What follows belongs to an exercise in optimizing a design on an open flow for small area, a short achievable clock period and few clock cycles; a production flow would make more cautious choices. In this exercise RTL edits were held to simulation tests only and were not proved equivalent to the original. Power is estimated from default activity; no workload was simulated.

===== flow/config.mk =====
export PLATFORM = sky130hd
export DESIGN_NAME = lkg
export DESIGN_NICKNAME = lkg
export VERILOG_FILES = /design/flow/design.v
export SDC_FILE = /design/flow/constraint.sdc
export NUM_CORES = 4
export LEC_CHECK = 0
export CAP_MARGIN = 20
export CORE_MARGIN = 2
export CORE_UTILIZATION = 40
export SLEW_MARGIN = 20

===== flow/constraint.sdc =====
create_clock -name core_clock -period 10.0 [get_ports {clk}]
set_input_delay 2.0000 -clock core_clock [delete_from_list [all_inputs] [get_ports {clk}]]
set_output_delay 2.0000 -clock core_clock [all_outputs]
set_load 0.01 [all_outputs]

===== flow/design.v =====
module lkg (
    input  wire        clk,
    input  wire        rst,           
    input  wire        cmd_valid,
    output wire        cmd_ready,
    input  wire [47:0] cmd_data,
    output wire        rsp_valid,
    input  wire        rsp_ready,
    output wire [1:0]  rsp_status,
    output wire [31:0] rsp_data
);
    localparam [16:0] TAPS_A_REF = 17'h04001;
    localparam [24:0] TAPS_B_REF = 25'h0001019;
    localparam [3:0] R_ZERO = 4'd0, R_NEXT = 4'd1, R_EMITA = 4'd2, R_EMITB = 4'd3,
                     R_RDA  = 4'd4, R_RDB  = 4'd5, R_RTAPA = 4'd6, R_RTAPB = 4'd7,
                     R_RDST = 4'd8, R_RDC  = 4'd9;
    reg         rv;             
    reg         iw;             
    reg  [3:0]  rsel;           
    reg  [1:0]  rst_q;          
    reg  [16:0] reg_a;
    reg  [24:0] reg_b;
    reg         cy;
    reg  [16:0] taps_a;
    reg  [24:0] taps_b;
    reg         av, bv, cv;
    reg  [1:0]  na;             
    reg  [2:0]  nb;             
    wire [7:0]  op = cmd_data[47:40];
    wire [39:0] o  = cmd_data[39:0];
    wire z25 = (o[39:25] == 15'd0);
    wire z24 = z25 & ~o[24];
    wire z17 = z24 & (o[23:17] == 7'd0);
    wire z16 = z17 & ~o[16];
    wire z1  = z16 & (o[15:1] == 15'd0);
    wire z40 = z1 & ~o[0];
    wire is_init  = (op == 8'h01);
    wire is_next  = (op == 8'h02);
    wire is_setc  = (op == 8'h03);
    wire is_rdc   = (op == 8'h04);
    wire is_seeda = (op == 8'h10);
    wire is_lda   = (op == 8'h11);
    wire is_rda   = (op == 8'h12);
    wire is_emita = (op == 8'h13);
    wire is_wtapa = (op == 8'h14);
    wire is_rtapa = (op == 8'h15);
    wire is_seedb = (op == 8'h20);
    wire is_ldb   = (op == 8'h21);
    wire is_rdb   = (op == 8'h22);
    wire is_emitb = (op == 8'h23);
    wire is_wtapb = (op == 8'h24);
    wire is_rtapb = (op == 8'h25);
    wire is_rdst  = (op == 8'h3F);
    wire legal = is_init
               | ((is_next | is_rdc | is_rda | is_emita | is_rtapa | is_rdb | is_emitb
                   | is_rtapb | is_rdst) & z40)
               | (is_setc & z1)
               | (is_seeda & z16)
               | ((is_lda | is_wtapa) & z17)
               | (is_seedb & z24)
               | ((is_ldb | is_wtapb) & z25);
    wire need_ok = ~((is_next & ~(av & bv & cv))
                   | (is_rdc & ~cv)
                   | ((is_rda | is_emita) & ~av)
                   | ((is_rdb | is_emitb) & ~bv));
    wire accept = cmd_valid & ~rv & ~iw;
    wire ok     = accept & legal & need_ok;
    function [7:0] rev8(input [7:0] v);
        integer i;
        for (i = 0; i < 8; i = i + 1) rev8[i] = v[7-i];
    endfunction
    wire [16:0] seed_a_init = {rev8(o[39:32]), 1'b1, rev8(o[31:24])};
    wire [16:0] seed_a_cmd  = {rev8(o[15:8]),  1'b1, rev8(o[7:0])};
    wire [23:0] seed_b_bits = {rev8(o[23:16]), rev8(o[15:8]), rev8(o[7:0])};
    wire [24:0] seed_b      = {seed_b_bits[23:21], 1'b1, seed_b_bits[20:0]};
    function [16:0] step4a(input [16:0] s, input [16:0] t);
        integer i;
        reg [16:0] x;
        begin
            x = s;
            for (i = 0; i < 4; i = i + 1) x = {^(x & t), x[16:1]};
            step4a = x;
        end
    endfunction
    function [24:0] step4b(input [24:0] s, input [24:0] t);
        integer i;
        reg [24:0] x;
        begin
            x = s;
            for (i = 0; i < 4; i = i + 1) x = {^(x & t), x[24:1]};
            step4b = x;
        end
    endfunction
    wire run    = ~(rv & ~rsp_ready);
    wire step_a = run & (na != 2'd0);
    wire step_b = run & (nb != 3'd0);
    wire taken  = rv & rsp_ready;
    wire [7:0] xa     = rev8(reg_a[7:0]);
    wire [7:0] yb     = rev8(reg_b[7:0]);
    wire [8:0] sum_xy = {1'b0, xa} + {1'b0, yb};
    wire [7:0] sum_o  = xa + yb + {7'd0, cy};
    assign cmd_ready  = ~rv & ~iw & ~rst;
    assign rsp_valid  = rv & ~rst;
    assign rsp_status = rst_q;
    reg [24:0] rd;
    always @(*) begin
        case (rsel)
            R_NEXT:  rd = {17'd0, sum_o};
            R_EMITA: rd = {17'd0, xa};
            R_EMITB: rd = {17'd0, yb};
            R_RDA:   rd = {8'd0, reg_a};
            R_RDB:   rd = reg_b;
            R_RTAPA: rd = {8'd0, taps_a};
            R_RTAPB: rd = taps_b;
            R_RDST:  rd = {22'd0, cv, bv, av};
            R_RDC:   rd = {24'd0, cy};
            default: rd = 25'd0;
        endcase
    end
    assign rsp_data = {7'd0, rd};
    always @(posedge clk) begin
        if (rst) begin
            rv     <= 1'b0;
            iw     <= 1'b0;
            taps_a <= TAPS_A_REF;
            taps_b <= TAPS_B_REF;
            av     <= 1'b0;
            bv     <= 1'b0;
            cv     <= 1'b0;
            na     <= 2'd0;
            nb     <= 3'd0;
        end else begin
            if (accept) begin
                rst_q <= ~legal ? 2'd1 : ~need_ok ? 2'd2 : 2'd0;
                if (ok & is_init)
                    iw <= 1'b1;
                else
                    rv <= 1'b1;
            end
            if (iw & ~nb[2]) begin
                iw <= 1'b0;
                rv <= 1'b1;
            end
            if (taken)
                rv <= 1'b0;
            if (accept) begin
                if (!ok)          rsel <= R_ZERO;
                else if (is_next)  rsel <= R_NEXT;
                else if (is_emita) rsel <= R_EMITA;
                else if (is_emitb) rsel <= R_EMITB;
                else if (is_rda)   rsel <= R_RDA;
                else if (is_rdb)   rsel <= R_RDB;
                else if (is_rtapa) rsel <= R_RTAPA;
                else if (is_rtapb) rsel <= R_RTAPB;
                else if (is_rdst)  rsel <= R_RDST;
                else if (is_rdc)   rsel <= R_RDC;
                else               rsel <= R_ZERO;
            end
            if (ok & is_init) begin
                reg_a <= seed_a_init;
                na    <= 2'd2;
            end else if (ok & is_seeda) begin
                reg_a <= seed_a_cmd;
                na    <= 2'd0;
            end else if (ok & is_lda) begin
                reg_a <= o[16:0];
                na    <= 2'd0;
            end else begin
                if (step_a) reg_a <= step4a(reg_a, taps_a);
                if (ok & (is_next | is_emita))
                    na <= 2'd2;
                else if (step_a)
                    na <= na - 2'd1;
            end
            if (ok & (is_init | is_seedb)) begin
                reg_b <= seed_b;
                nb    <= is_init ? 3'd4 : 3'd0;
            end else if (ok & is_ldb) begin
                reg_b <= o[24:0];
                nb    <= 3'd0;
            end else begin
                if (step_b) reg_b <= step4b(reg_b, taps_b);
                if (ok & (is_next | is_emitb))
                    nb <= 3'd2;
                else if (step_b)
                    nb <= nb - 3'd1;
            end
            if (ok & is_init)
                cy <= 1'b0;
            else if (ok & is_setc)
                cy <= o[0];
            else if (taken & (rsel == R_NEXT))
                cy <= sum_xy[8];
            if (ok & (is_init | is_seeda | is_lda)) av <= 1'b1;
            if (ok & (is_init | is_seedb | is_ldb)) bv <= 1'b1;
            if (ok & (is_init | is_setc))            cv <= 1'b1;
            if (ok & is_wtapa) taps_a <= o[16:0];
            if (ok & is_wtapb) taps_b <= o[24:0];
        end
    end
endmodule

===== flow/run.sh =====
#!/bin/bash
# synth_recipe.tcl (not shown) runs the flow's synth.tcl, then flattens the netlist and writes it again
# the make line also repeats each setting of config.mk as NAME=value (left out here)
make -C /OpenROAD-flow-scripts/flow DESIGN_CONFIG=/design/flow/config.mk WORK_HOME=/design/flow/orfs CLKGATE_MAP_FILE= SYNTH_SCRIPT=/design/flow/synth_recipe.tcl finish

==> flow_metrics.env, run 1 <==
export IMPL_skew_ps=11.7
export IMPL_critPathLaunchType="primary input"
export IMPL_slew_headroom=0.277
export IMPL_synth_async_reset_ratio=0
export IMPL_ioPinCount=88
export IMPL_crit_arrival_ps=5730
export IMPL_whs_ps=512
export IMPL_coreArea_sq_um=20300
export IMPL_die_area_sq_um=21900
export IMPL_cp_max_fo=25
export IMPL_peakVddDrop_v=0.0000988
export IMPL_grt_busiest_layer="met2"
export IMPL_syn_to_final_growth_pct=15.7
export IMPL_clockBufferDepth=2
export IMPL_dp_cells=1366
export IMPL_clk_pin_slew_ps=80
export IMPL_path_buf_inv=2
export IMPL_grt_pass1_vias=7200
export IMPL_period_needed_ps=5730
export IMPL_die_h_microns=148
export IMPL_fin_crit_sh=0.573
export IMPL_rsz0062_at_grt="no"
export IMPL_maxCapViolCount=0
export IMPL_vias=7853
export IMPL_use_met1=0.375
export IMPL_antenna_found_initial=0
export IMPL_final_nets=1173
export IMPL_yosysSeqAreaShare=0.303
export IMPL_numCtsBuffers=9
export IMPL_fin_tns_setup_ps=0
export IMPL_drive_gt1_frac=0.0422
export IMPL_fillerInstances=2060
export IMPL_drc_errors=0
export IMPL_post_cts_resized=0
export IMPL_synth_main_ff_cell="dfxtp_1"
export IMPL_multi_input_area_sq_um=5480
export IMPL_cp_top_family="simple AND/OR/NAND/NOR gates"
export IMPL_num_rows=52
export IMPL_first_iter_violations=758
export IMPL_synth_edf_count=49
export IMPL_use_met2=0.416
export IMPL_dp_hpwl_microns=21100
export IMPL_ys_warn_count=1
export IMPL_ys_types=68
export IMPL_hold_viol=0
export IMPL_syn_area_sq_um=8290
export IMPL_grt_use_met3=0.0488
export IMPL_cts_root_buf="clkbuf_16"
export IMPL_required_ps=10000
export IMPL_grt_max_degree=59
export IMPL_place_area_sq_um=9270
export IMPL_ys_ff_latch=101
export IMPL_clk_latency_ps=360
export IMPL_diodes=0
export IMPL_postCtsSetupRepairBufs=0
export IMPL_port_buffers=80
export IMPL_criticalPathCategory="in -> reg"
export IMPL_p_leak_nw=3.30
export IMPL_cts_tree="yes"
export IMPL_gr_total_overflow=0
export IMPL_die_w_microns=148
export IMPL_endpoint_kind="register"
export IMPL_first_pass_iters=6
export IMPL_grt_total_usage=0.266
export IMPL_finalSetupViolations=0
export IMPL_avgSynthCellArea_sq_um=7.86
export IMPL_hp_class="reg -> reg"
export IMPL_grt_pass1_wl_microns=44600
export IMPL_viasPerCell=5.68
export IMPL_drt_total_wl_microns=28900
export IMPL_path_cells="clkdlybuf4s50_1 > inv_1 > nor2_1 > nor3_1 > o21ai_0 > nor3b_2 > o31ai_1 > or3_1 > nand2b_1 > o21ba_2"
export IMPL_max_freq_mhz=174
export IMPL_max_stage_delay_ps=850
export IMPL_power_density_nw_per_um2=167
export IMPL_design_area_sq_um=9600
export IMPL_ant_nets=0
export IMPL_crit_slowest_cell="clkdlybuf4s50_1"
export IMPL_outcome="timing/DRC/antenna clean"
export IMPL_cts_sinks=101
export IMPL_wl_per_cell_microns=20.9
export IMPL_start_util=0.409
export IMPL_hold_buffers=0
export IMPL_maxSlewViolCount=0
export IMPL_seq_area_sq_um=2510
export IMPL_syn_inst=1055
export IMPL_final_util=0.473
export IMPL_htree_levels=3
export IMPL_finalNonFillerCells=1383
export IMPL_gp_congestion=0.940
export IMPL_worst_pin_slew_ps=1080
## area by class of cell
cell class                      instances  share of cell area
Multi-Input combinational cell        885               0.571
Sequential cell                       101               0.262
Timing Repair Buffer                   91              0.0919
Tap cell                              270              0.0352
Clock buffer                           10              0.0239
Clock inverter                          6             0.00808
Inverter                               20             0.00782
## tightest hold or removal path, cell delays in order (launching register included)
cell and delay, ps:
dfxtp_1 350, nand2_1 70, a21oi_1 50
## final timing paths
check	startpoint	endpoint	slack, ps	depth (start not counted)
min reg2reg	iw	iw	510	2
max reg2reg	cv	reg_b[2]	6710	9
max	cmd_data[40]	reg_b[2]	4270	10
min	iw	iw	510	2
## where the power goes
| part | internal [mW] | total [mW] | leakage (nW) | switching, mW |
|---|---|---|---|---|
| Sequential | 0.523 | 0.642 | 0.872 | 0.119 |
| Combinational | 0.279 | 0.586 | 2.28 | 0.307 |
| Clock | 0.200 | 0.379 | 0.147 | 0.179 |
| Total | 1.00 | 1.61 | 3.30 | 0.605 |
## sequential cells by signal, indices dropped and copies added (netlist names)
register and count:
taps_a 17, cv 1, nb 3, reg_a 17, av 1, taps_b 25, rv 1, bv 1
na 2, rst_q 2, reg_b 25, rsel 4, cy 1, iw 1
## kinds of logic after synthesis
| family | Yosys count | share of synthesized area |
|---|---|---|
| AND/OR/NAND/NOR | 457 | 0.240 |
| adder cells (fa/ha/maj) | 13 | 0.0214 |
| XOR/XNOR | 163 | 0.183 |
| flip-flops | 101 | 0.303 |
| multiplexers | 41 | 0.0501 |
| buffers and inverters | 75 | 0.0413 |
| other | 1 | 0.000452 |
| AO/OA/AOI/OAI | 204 | 0.160 |
## cell usage in the layout (no fill, tap or decap), types with 4 or more instances in the layout
| master | count |
|---|---|
| nor4_1 | 12 |
| clkdlybuf4s50_1 | 79 |
| and2_1 | 4 |
| a21oi_1 | 88 |
| nor3_1 | 16 |
| nand3_1 | 9 |
| a22o_1 | 7 |
| nor2b_1 | 5 |
| and3_1 | 4 |
| mux2i_1 | 40 |
| conb_1 | 7 |
| a21o_1 | 9 |
| a22oi_1 | 37 |
| a221oi_1 | 4 |
| nor2_1 | 75 |
| dfxtp_1 | 52 |
| or3_1 | 4 |
| inv_1 | 20 |
| o21ai_0 | 17 |
| xnor2_1 | 122 |
| a221o_1 | 8 |
| xor2_1 | 33 |
| o2111ai_1 | 4 |
| ha_1 | 11 |
| clkbuf_16 | 9 |
| edfxtp_1 | 49 |
| buf_4 | 10 |
| nand2b_1 | 9 |
| o211ai_1 | 4 |
| nand2_1 | 289 |
| nand3b_1 | 8 |
## layer usage
layer | vias to the layer above | wire (microns)
li1 | 3729 | -
met1 | 3737 | 12900
met2 | 342 | 13100
met3 | 45 | 2210
met4 | 0 | 694
met5 | - | 0
## Yosys cell counts (3+ instances only)
| library cell | number | area share |
|---|---|---|
| a221o_1 | 8 | 0.0097 |
| or3_1 | 4 | 0.0030 |
| o211ai_1 | 4 | 0.0036 |
| a22o_1 | 7 | 0.0074 |
| a221oi_1 | 4 | 0.0042 |
| xnor2_2 | 3 | 0.0059 |
| a31oi_1 | 3 | 0.0023 |
| and2_1 | 4 | 0.0030 |
| nand3_1 | 9 | 0.0054 |
| mux2i_1 | 40 | 0.048 |
| xnor2_1 | 122 | 0.13 |
| o21ai_0 | 17 | 0.010 |
| nand4_1 | 3 | 0.0023 |
| buf_2 | 15 | 0.0091 |
| dfxtp_1 | 52 | 0.13 |
| xor2_1 | 33 | 0.035 |
| o2111ai_1 | 4 | 0.0042 |
| nand2_1 | 289 | 0.13 |
| a21oi_1 | 88 | 0.053 |
| nor3b_1 | 3 | 0.0027 |
| and3_1 | 4 | 0.0030 |
| nor3_1 | 16 | 0.0097 |
| o31ai_1 | 3 | 0.0027 |
| clkbuf_1 | 27 | 0.012 |
| a211oi_1 | 3 | 0.0027 |
| a21o_1 | 9 | 0.0081 |
| inv_1 | 20 | 0.0091 |
| buf_4 | 9 | 0.0081 |
| o21bai_1 | 3 | 0.0027 |
| xnor3_1 | 3 | 0.0081 |
| nand2b_1 | 9 | 0.0068 |
| nor4_1 | 12 | 0.0091 |
| nor2b_1 | 5 | 0.0038 |
| nand3b_1 | 8 | 0.0072 |
| edfxtp_1 | 49 | 0.18 |
| ha_1 | 11 | 0.017 |
| a22oi_1 | 37 | 0.033 |
| nor2_1 | 75 | 0.034 |
## metrics by stage
step                worst slack, ps  total power [mW]
finish                         4270              1.61
global route                   3880              1.69
CTS                            4340              1.60
detailed placement             3970              1.22
global placement               4010              1.22
floorplan                      4940              1.03
Testbench counts, summed over its fixed seeds: cycles 22,836.
==> run 2, diff against run 1 <==
--- a/flow/config.mk
+++ b/flow/config.mk
@@ -10,2 +10,3 @@
 export CORE_UTILIZATION = 40
+export SETUP_SLACK_MARGIN = 5
 export SLEW_MARGIN = 20
==> run 2 against run 1 <==
  * Still clean on timing, DRC and antenna
  * Global-route usage shrank 0.19 points
  * Clock power down 2%
  * Critical path depth up 2
  * Final cell count rose by 0.43%
  * Combinational power grew 3.9%
  * Routed wire length increased by 0.84%
  * Sequential cell count unchanged
  * Total power is 0.91% higher
  * Register-to-register slack barely moved
  * Area after synthesis unchanged
  * Largest power group unchanged
  * Highest routed layer unchanged
==> flow_metrics.env, run 2 <==
export IMPL_multi_input_area_sq_um=5600
export IMPL_grt_pass1_vias=7356
export IMPL_cts_sinks=101
export IMPL_seqPwrFrac=0.394
export IMPL_dp_hpwl_microns=20900
export IMPL_grt_total_usage=0.264
export IMPL_die_w_microns=148
export IMPL_hp_class="reg -> reg"
export IMPL_avgSynthCellArea_sq_um=7.86
export IMPL_clockBufferDepth=2
export IMPL_worst_pin_slew_ps=931
export IMPL_crit_slowest_cell="dlygate4sd2_1"
export IMPL_die_area_sq_um=21900
export IMPL_power_density_nw_per_um2=166
export IMPL_first_pass_iters=5
export IMPL_coreArea_sq_um=20300
export IMPL_htree_levels=3
export IMPL_path_buf_inv=2
export IMPL_clk_latency_ps=360
export IMPL_fin_ws_ps=5090
export IMPL_rsz0062_at_grt="no"
export IMPL_fin_crit_sh=0.491
export IMPL_drc_errors=0
export IMPL_synth_most_common_cell="nand2_1"
export IMPL_drive_gt1_frac=0.0608
export IMPL_p_leak_nw=3.40
export IMPL_antenna_found_initial=0
export IMPL_reg_top3="reg_b: 25 flops, taps_b: 25 flops"
export IMPL_p_sw_uw=620
export IMPL_skew_ps=16.1
export IMPL_outcome="timing/DRC/antenna clean"
export IMPL_cp_top_family="compound AO/OA/AOI/OAI gates"
export IMPL_internal_power_mw=1.00
export IMPL_comb_power_share=0.376
export IMPL_ys_ff_latch=101
export IMPL_max_freq_mhz=204
export IMPL_viasPerCell=5.68
export IMPL_drt_total_wl_microns=29100
export IMPL_maxSlewViolCount=0
export IMPL_cts_tree="yes"
export IMPL_ys_types=68
export IMPL_syn_to_final_growth_pct=17.5
export IMPL_cpMostUsedCell="a21o_1"
export IMPL_synth_main_ff_cell="dfxtp_1"
export IMPL_mostFrequentLayoutCells="nand2_1 (288), xnor2_1 (122), a21oi_1 (87), nor2_1 (71), clkdlybuf4s50_1 (67)"
export IMPL_die_h_microns=148
export IMPL_slew_headroom=0.375
export IMPL_synth_async_reset_ratio=0
export IMPL_wl_per_cell_microns=21.0
export IMPL_clockPowerShare=0.230
export IMPL_criticalPathCategory="in -> reg"
export IMPL_diodes=0
export IMPL_synth_top_area_share=0.177
export IMPL_ys_top_cells_by_area="edfxtp_1 (18%), nand2_1 (13%), xnor2_1 (13%)"
export IMPL_path_cells="dlygate4sd2_1 > nor2b_1 > o21ai_0 > a21o_1 > a21o_1 > a21oi_1 > o31ai_1 > buf_4 > or4_4 > nand2_4 > nor2_1 > a221o_1"
export IMPL_numCtsBuffers=9
export IMPL_synth_edf_count=49
export IMPL_clk_pin_slew_ps=80
export IMPL_grt_max_degree=60
export IMPL_vias=7886
export IMPL_gr_total_overflow=0
export IMPL_period_needed_ps=4910
export IMPL_seq_area_sq_um=2510
export IMPL_fin_tns_setup_ps=0
export IMPL_synth_common_cells="nand2_1 (289), xnor2_1 (122), a21oi_1 (88), nor2_1 (75), dfxtp_1 (52)"
export IMPL_maxCapViolCount=0
export IMPL_max_stage_delay_ps=540
export IMPL_cts_root_buf="clkbuf_16"
export IMPL_power_mw=1.62
export IMPL_ys_warn_count=1
export IMPL_required_ps=10120
export IMPL_port_buffers=80
export IMPL_finalSetupViolations=0
export IMPL_first_iter_violations=692
export IMPL_critPathLaunchType="primary input"
export IMPL_cp_max_fo=15
export IMPL_sw_frac_of_total=0.382
export IMPL_syn_area_sq_um=8290
export IMPL_final_nets=1179
export IMPL_pre_cts_ws_ps=3670
export IMPL_crit_arrival_ps=5030
export IMPL_yosysSeqAreaShare=0.303
export IMPL_ioPinCount=88
export IMPL_fillerInstances=2063
export IMPL_peakVddDrop_v=0.0000791
export IMPL_endpoint_kind="register"
export IMPL_mostFrequentLayoutCell="nand2_1"
export IMPL_hold_viol=0
export IMPL_num_rows=52
export IMPL_syn_inst=1055
export IMPL_gp_congestion=0.888
export IMPL_start_util=0.409
export IMPL_yosys_area_top_type="edfxtp_1"
export IMPL_grt_pass1_wl_microns=44300
export IMPL_ant_nets=0
-- run 2: cells by family after synthesis --
logic type	Yosys count	synth area share
and+or+nand+nor	457	0.240
AOI/OAI and AO/OA	204	0.160
xor gates and xnor gates	163	0.183
DFF	101	0.303
buffers and inverters	75	0.0413
muxes	41	0.0501
adders and majority gates	13	0.0214
other	1	0.000452
-- run 2: cell type report --
cell class | instances | area share
Clock buffer | 10 | 0.0257
Clock inverter | 6 | 0.00578
Inverter | 20 | 0.00771
Multi-Input combinational cell | 888 | 0.575
Sequential cell | 101 | 0.258
Tap cell | 270 | 0.0347
Timing Repair Buffer | 94 | 0.0932
-- run 2: what timing repair did --
| item | CTS | global route |
|---|---|---|
| setup buffers | 4 | 2 |
| gates cloned | 1 | 2 |
| pin swaps | 1 | 4 |
| hold buffers | 0 | 0 |
| endpoints found under the setup margin | 147 | 74 |
| resized for setup | 29 | 10 |
-- run 2: worst paths after layout --
check                    start   endpoint  slack, ps  depth (start not counted)
setup / recovery  cmd_data[41]   reg_a[5]       5090                         12
hold / removal              iw         iw        500                          2
setup reg to reg      reg_a[7]  reg_a[16]       6710                         12
hold reg to reg             iw         iw        500                          2
-- run 2: worst register-to-register path, stage by stage, from the launching register on --
cell and delay (ps):
edfxtp_1 500, buf_4 240, nand2_1 80, xnor2_1 180, xnor2_1 140, xnor3_1 450
xnor2_2 370, xnor2_1 170, nor3_1 170, a21oi_1 60, o22a_1 210, xnor2_1 360
a21oi_1 110
-- run 2: metrics by stage --
stage | hold slack [ps] | cell area (sq um) | utilization | instances
3_3_place_gp | 486 | 9250 | 0.456 | 1364
4_1_cts | 498 | 9670 | 0.476 | 1385
6_report | 503 | 9740 | 0.480 | 1389
5_1_grt | 544 | 9740 | 0.480 | 1389
2_1_floorplan | 445 | 8320 | - | 1061
3_5_place_dp | 485 | 9260 | 0.456 | 1364
-- run 2: per-layer routing --
metal,wire (microns),GRT usage
met5,0,0
met2,13500,0.422
met1,12700,0.369
met4,770,0.0743
met3,2190,0.0432
-- run 2: power groups by stage --
stage	logic (mW)	registers, mW	clock network, mW
after global routing	0.671	0.644	0.394
after floorplan	0.445	0.587	0
after detailed placement	0.577	0.650	0
after CTS	0.602	0.634	0.379
final	0.609	0.639	0.373
after global placement	0.568	0.650	0
==> run 3, diff against run 2 <==
--- a/flow/config.mk
+++ b/flow/config.mk
@@ -7,2 +7,3 @@
 export LEC_CHECK = 0
+export ABC_AREA = 1
 export CAP_MARGIN = 20
==> run 3 against run 2 <==
  * Largest power group unchanged
  * Combinational power shrank 7.6%
  * Non-clock buffer count is 5 lower
  * Count of clock-buffer cells in the layout increased by 3
  * Cell area up 16%
==> flow_metrics.env, run 3 <==
export IMPL_path_cells="nor2_1 > inv_1 > nor2_1 > buf_4 > clkinvlp_4 > o22ai_1 > a2111oi_2 > o21ai_1 > clkdlybuf4s50_1"
export IMPL_ant_nets=0
export IMPL_syn_area_sq_um=9830
export IMPL_ys_top_cells_by_area="nand2_1 (23%), edfxtp_1 (15%), dfxtp_1 (11%)"
export IMPL_drc_errors=0
export IMPL_p_sw_uw=632
export IMPL_mostFrequentLayoutCell="nand2_1"
export IMPL_fin_tns_setup_ps=0
export IMPL_skew_ps=9.55
export IMPL_seqPwrFrac=0.391
export IMPL_clk_latency_ps=360
export IMPL_clk_pin_slew_ps=70
export IMPL_period_needed_ps=4860
export IMPL_wl_per_cell_microns=17.6
export IMPL_ioPinCount=88
export IMPL_die_area_sq_um=25900
export IMPL_die_h_microns=161
export IMPL_ys_warn_count=1
export IMPL_internal_power_uw=950
export IMPL_synth_xor_xnor_area_share=0.103
export IMPL_num_rows=57
export IMPL_htree_levels=3
export IMPL_crit_start="rsel[3]"
export IMPL_critPathLaunchType="register"
export IMPL_first_pass_iters=5
export IMPL_synth_common_cells="nand2_1 (595), inv_1 (186), nor2_1 (143), xnor2_1 (71), nand3_1 (63)"
export IMPL_synth_main_ff_cell="dfxtp_1"
export IMPL_worst_pin_slew_ps=1100
export IMPL_avgSynthCellArea_sq_um=6.37
export IMPL_coreArea_sq_um=24200
export IMPL_fin_crit_sh=0.486
export IMPL_hold_buffers=0
export IMPL_grt_total_usage=0.262
export IMPL_hold_viol=0
export IMPL_cts_tree="yes"
export IMPL_yosysSeqAreaShare=0.255
export IMPL_grt_pass1_vias=9540
export IMPL_rr_startpoint="reg_a[7]"
export IMPL_diodes=0
export IMPL_peakVddDrop_v=0.0000933
export IMPL_ys_types=51
export IMPL_reg_top3="reg_b: 25 flops, taps_b: 25 flops"
export IMPL_antenna_found_initial=0
export IMPL_start_util=0.406
export IMPL_crit_arrival_ps=2860
export IMPL_sw_frac_of_total=0.400
export IMPL_synth_compound_area_frac=0.160
export IMPL_clockPowerShare=0.254
export IMPL_synthMuxAreaShare=0
export IMPL_clockBufferDepth=2
export IMPL_design_area_sq_um=11300
export IMPL_crit_slowest_cell="clkdlybuf4s50_1"
export IMPL_slew_headroom=0.265
export IMPL_numCtsBuffers=9
export IMPL_power_density_nw_per_um2=140
export IMPL_cts_sinks=101
export IMPL_final_util=0.466
export IMPL_synth_top_family_by_area="simple AND/OR/NAND/NOR gates"
export IMPL_ys_ff_latch=101
export IMPL_syn_to_final_growth_pct=14.8
export IMPL_gp_congestion=0.968
export IMPL_viasPerCell=5.33
export IMPL_power_mw=1.58
export IMPL_max_freq_mhz=206
export IMPL_whs_ps=520
export IMPL_criticalPathCategory="reg -> out"
export IMPL_maxSlewViolCount=0
export IMPL_rsz0062_at_grt="yes"
export IMPL_first_iter_violations=956
export IMPL_mostFrequentLayoutCells="nand2_1 (594), inv_1 (184), nor2_1 (143), clkdlybuf4s50_1 (74), xnor2_1 (71)"
export IMPL_outcome="timing/DRC/antenna clean"
export IMPL_synth_async_reset_ratio=0
export IMPL_synth_top_area_share=0.227
export IMPL_yosys_area_share_simple=0.362
export IMPL_drt_total_wl_microns=34100
export IMPL_synth_most_common_cell="nand2_1"
export IMPL_grt_pass1_wl_microns=52700
export IMPL_grt_max_degree=51
export IMPL_max_stage_delay_ps=560
export IMPL_die_w_microns=161
export IMPL_min_delay_start="nb[1]"
export IMPL_gr_total_overflow=0
export IMPL_cts_root_buf="clkbuf_16"
export IMPL_p_leak_nw=4.85
export IMPL_required_ps=8000
export IMPL_finalSetupViolations=0
export IMPL_final_nets=1674
export IMPL_port_buffers=80
export IMPL_synth_edf_count=49
export IMPL_cpMostUsedCell="nor2_1"
export IMPL_syn_inst=1543
export IMPL_hp_class="reg -> reg"
export IMPL_drive_gt1_frac=0.0669
export IMPL_maxCapViolCount=0
export IMPL_dp_hpwl_microns=25500
export IMPL_comb_power_share=0.356
export IMPL_synthAdderAreaFrac=0.0181
export IMPL_cp_max_fo=13
export IMPL_yosys_area_top_type="nand2_1"
export IMPL_vias=10300
export IMPL_endpoint_kind="output port"
export IMPL_place_area_sq_um=10800
## run 3: changes by cell type after synthesis, moves of 31 or more
cell and delta:
inv_1 +166, nand2_1 +306, o22ai_1 +31, a21oi_1 -61
a211oi_2 +36, nor2_1 +68, nand3_1 +54, xnor2_1 -51
o21ai_0 +39, mux2i_1 -40
## run 3: kinds of logic (layout without fill, tap and decap cells)
group,count (synthesis),after routing
AND/OR/NAND/NOR,862,863
buffers and inverters,232,296
AO/OA/AOI/OAI,218,218
XOR/XNOR,116,116
flip-flops,101,101
adder cells (fa/ha/maj),13,13
other,1,7
## run 3: final timing paths
check | endpoint | slack, ps | cells past startpoint
worst min-delay path | nb[1] | 520 | 2
worst max register to register | reg_a[16] | 7220 | 19
worst max-delay path | rsp_data[2] | 5140 | 9
worst min register to register | nb[1] | 520 | 2
## run 3: layout make-up
class,instances,area (sq um)
repair buffers,89,898
clock buffers,13,314
fillers,2521,13000
multi-input cells,1217,6400
inverters,191,731
well taps,324,405
flip-flops and latches,101,2510
clock inverters,3,26.3
## run 3: routing by layer
layer / part of all wire / track usage
met1: 0.42 / 0.344
met2: 0.45 / 0.428
met3: 0.094 / 0.0478
met4: 0.038 / 0.0954
met5: 0.0016 / 0.0152
## run 3: metrics by stage
stage / setup WS [ps] / instances
4_1_cts: 4970 / 1934
3_5_place_dp: 4620 / 1916
3_3_place_gp: 4660 / 1916
5_1_grt: 4970 / 1938
6_report: 5140 / 1938
2_1_floorplan: 5050 / 1549
## run 3: repair_timing
| item | in CTS | in global routing |
|---|---|---|
| gates resized for setup | 10 | 18 |
| pin swaps | 0 | 3 |
| setup endpoints to repair | 6 | 52 |
| endpoints found under the hold margin | 0 | 0 |
| cloned | 0 | 2 |
| buffers inserted | 2 | 2 |
## run 3: power groups by stage
stage	Sequential [mW]	Combinational [mW]	Clock [mW]
global placement	0.632	0.526	0
CTS	0.618	0.547	0.402
global route	0.624	0.644	0.415
floorplan	0.577	0.386	0
finish	0.618	0.563	0.401
detailed placement	0.631	0.534	0
## run 3: critical path, delay by kind of cell, from the launching register on
family / cells / cell delay (ps)
AO/OA/AOI/OAI: 3 / 460
flip-flops: 1 / 430
buffers and inverters: 4 / 1260
AND/OR/NAND/NOR: 2 / 340

## static timing again, ports no longer ideal
How much do the figures lean on ideal ports? The routed layouts below were timed once more, with nothing changed but the port constraints. Step 1 (the two cells are an assumption about what drives the block):
set clk [get_ports {clk}]
set_driving_cell -lib_cell sky130_fd_sc_hd__clkbuf_16 $clk
set_driving_cell -lib_cell sky130_fd_sc_hd__buf_2 [delete_from_list [all_inputs] $clk]
Step 2 also shifts input and output timing later by t, the mid clock arrival at the registers, as if the neighbouring blocks saw the same clock. Slacks: ideal / step 1 / step 2; pairs: ideal / step 1.
run	t (ns)	slack for setup (ns)	clock arrival spread, ns	worst register clock-pin slew, ns
run 1	0.406	4.265 / 4.291 / 3.885	0.012 / 0.012	0.08 / 0.08
run 2	0.404	5.089 / 5.081 / 4.713	0.016 / 0.016	0.08 / 0.08
run 3	0.403	5.137 / 5.094 / 4.904	0.011 / 0.011	0.08 / 0.08
After both steps every run listed still meets setup and hold. The setup slack of run 1, which loses most, moves by +0.026 ns with the drivers and by -0.380 ns with both steps.
